This is an optimization exercise on Yosys and OpenROAD, whose aim is small area, a short achievable clock period and few clock cycles, not a production implementation.
In this exercise RTL edits were held to simulation tests only and were not proved equivalent to the original.
No activity file was given, so power comes from the tool's default toggle rates.

== build 78 ==
// npk_preview
module npk_preview (
    input  wire        clk,
    input  wire        rst,
    input  wire        start,
    input  wire [2:0]  start_frames,     
    input  wire [16:0] start_out,        
    output wire        ready,
    input  wire        ld_valid,
    input  wire [7:0]  ld_data,
    output wire        ld_ready,
    output wire        out_valid,
    output wire [7:0]  out_data,
    input  wire        out_ready,
    output wire        done
);
Size in the first run: roughly 1,000 cells after synthesis, roughly 45 I/O pins.
clock: 10.0 ns
lec_check: 0
cap_margin: 0
core_margin: 2
core_utilization: 40
slew_margin: 0
standard.sh (not shown) runs the stock make flow with config.mk's settings and CLKGATE_MAP_FILE= SYNTH_SCRIPT=/design/flow/synth_recipe.tcl, a recipe that flattens the netlist after the stock synthesis.
==> flow/flow/run.sh <==
#!/bin/bash
# Layout flow: the standard ORFS flow (the standard.sh) with tighter
# timing-repair targets, plain buffers on the ports and a leaner clock tree.
export SETUP_SLACK_MARGIN=7
export BUFFER_PORTS_ARGS="-buffer_cell sky130_fd_sc_hd__buf_2"
export CTS_ARGS="-sink_clustering_enable -repair_clock_nets -dont_use_dummy_load -sink_clustering_size 25 -sink_clustering_max_diameter 100 -buf_list {sky130_fd_sc_hd__clkbuf_16}"
bash standard.sh > standard.log 2>&1
Testbench counts of build 78, summed over its fixed seeds: cycles 40,390.
What build 44 does differently from build 78 at the input level:
Settings: a change of CORE_UTILIZATION from 40 to 45; an added GPL_ROUTABILITY_DRIVEN of 0; a change of CAP_MARGIN from 0 to 20; a change of SLEW_MARGIN from 0 to 20; an added PLACE_DENSITY of 0.7.
## What came out
- Wire length of the first global-routing pass (lower): build 44
- Setup slack in build 44 is smaller than in build 78.
- Sequential share of power of build 44 is on par with build 78.
- The run showing the greater worst slack after detailed placement is build 44.
- The final reports for build 44 and build 78 show detailed-route vias per instance higher in the former.
- Relative to build 78, build 44 degrades clock period minus worst slack.
- There was hardly any difference in count of instances resized after the clock tree is built between build 78 and build 44.
- | met1 global-route usage | build 44 vs build 78 | 1.4 points higher |
- Actual slew at the worst max-slew pin sits higher in build 44 than in build 78.
- Taking build 78 as the reference, in build 44 buffer share of cell area held steady; cell-internal power held steady.
## Diff of input files: build 64 against build 44
Settings: GPL_ROUTABILITY_DRIVEN removed (was 0); PLACE_DENSITY removed (was 0.7); CORE_UTILIZATION changed from 45 to 40.
diff --git a/flow/flow/run.sh b/flow/flow/run.sh
--- a/flow/flow/run.sh
+++ b/flow/flow/run.sh
@@ -4 +4 @@
-export SETUP_SLACK_MARGIN=7
+export SETUP_SLACK_MARGIN=6.5
==> notes.md <==
Die: build 64 bigger than build 44. Sort build 44 and build 64 by first-iteration DRC count asc -> top: build 64. Per the comparison of build 64 with build 44, internal power consumption shrank by 0.74%, worst hold slack after final layout held steady, combinational fraction of design power shrank by 0.8 points. The run with more setup slack is build 44; build 64 has less. Build 44 reports its category of the critical setup timing path as reg2out while build 64 reports reg2reg. Sort build 44 and build 64 by net switching power of the design desc -> top: build 44.
Modified inputs, build 31 compared to build 64
diff --git a/flow/flow/run.sh b/flow/flow/run.sh
--- a/flow/flow/run.sh
+++ b/flow/flow/run.sh
@@ -4 +4 @@
-export SETUP_SLACK_MARGIN=6.5
+export SETUP_SLACK_MARGIN=7
[summary]
Cmp build 64 and build 31 / routed length per placed instance / lower: build 64. Min fmax across build 64 and build 31: build 64. [compare] base=build 64 new=build 31: worst hold slack moved down; minimum setup slack in the final design moved up; fraction of area in multi-input gates moved up; height of the die level.
The following lists how build 56 was set up differently from build 31:
==> flow/flow/run.sh <==
#!/bin/bash
# Layout flow: the standard ORFS flow (the standard.sh) with tighter
# timing-repair targets, plain buffers on the ports and a leaner clock tree.
export SETUP_SLACK_MARGIN=7
export BUFFER_PORTS_ARGS="-buffer_cell sky130_fd_sc_hd__buf_1"
export CTS_ARGS="-sink_clustering_enable -repair_clock_nets -dont_use_dummy_load -sink_clustering_size 16 -sink_clustering_max_diameter 60 -buf_list {sky130_fd_sc_hd__clkbuf_8}"
bash standard.sh > standard.log 2>&1
- Build 31 -> build 56: wire length of the first global-routing pass increased slightly
- On worst hold slack: build 56 sits above build 31.
- Diff build 31 -> build 56 | fraction of layout cells with a size suffix above 1 | decrease of 0.49 points
- The routed wire length of build 31 and that of build 56 are within noise of each other.
- Comparing build 31 against build 56, there is no change at all in post-synthesis adder-cell area fraction.
- Area of all placed cells without fillers essentially unchanged between build 31 and build 56.
- Core utilization of build 31 is on par with build 56.
- Comparing build 56 and build 31, the lower power was measured on build 56.
- On minimum clock period after layout: build 56 sits above build 31.
- Layout overhead on the synthesized area: build 56 < build 31

==> what the ideal ports hide <==
Ports are ideal in the flow. The routed layouts listed here were re-timed in OpenROAD. Step 1 sets driving cells, clkbuf_16 on the clock port and buf_2 on the other inputs (assumed; they add their load-dependent delay and slew). Step 2 times the ports against the registers' clock, not the clock port: input delays grow and output delays shrink by t, the midpoint of the rising clock arrivals with the driver on. Slacks: no drivers / after step 1 / after step 2; pairs: no drivers / after step 1.
run	shift t [ns]	slack for setup (ns)	clock arrival spread, ns	slew at the worst register clock pin (ns)
build 78	0.598	6.995 / 6.946 / 6.477	0.073 / 0.073	0.10 / 0.10
build 44	0.593	6.985 / 6.936 / 6.507	0.059 / 0.059	0.10 / 0.10
build 64	0.592	6.716 / 6.716 / 6.337	0.078 / 0.077	0.10 / 0.10
build 31	0.598	6.995 / 6.946 / 6.477	0.073 / 0.073	0.10 / 0.10
build 56	0.610	6.959 / 6.912 / 6.424	0.095 / 0.095	0.09 / 0.09
After both steps setup and hold are still met in every run listed. For build 56, which loses most, drivers alone change the setup slack by -0.047 ns; drivers and shift together by -0.535 ns.
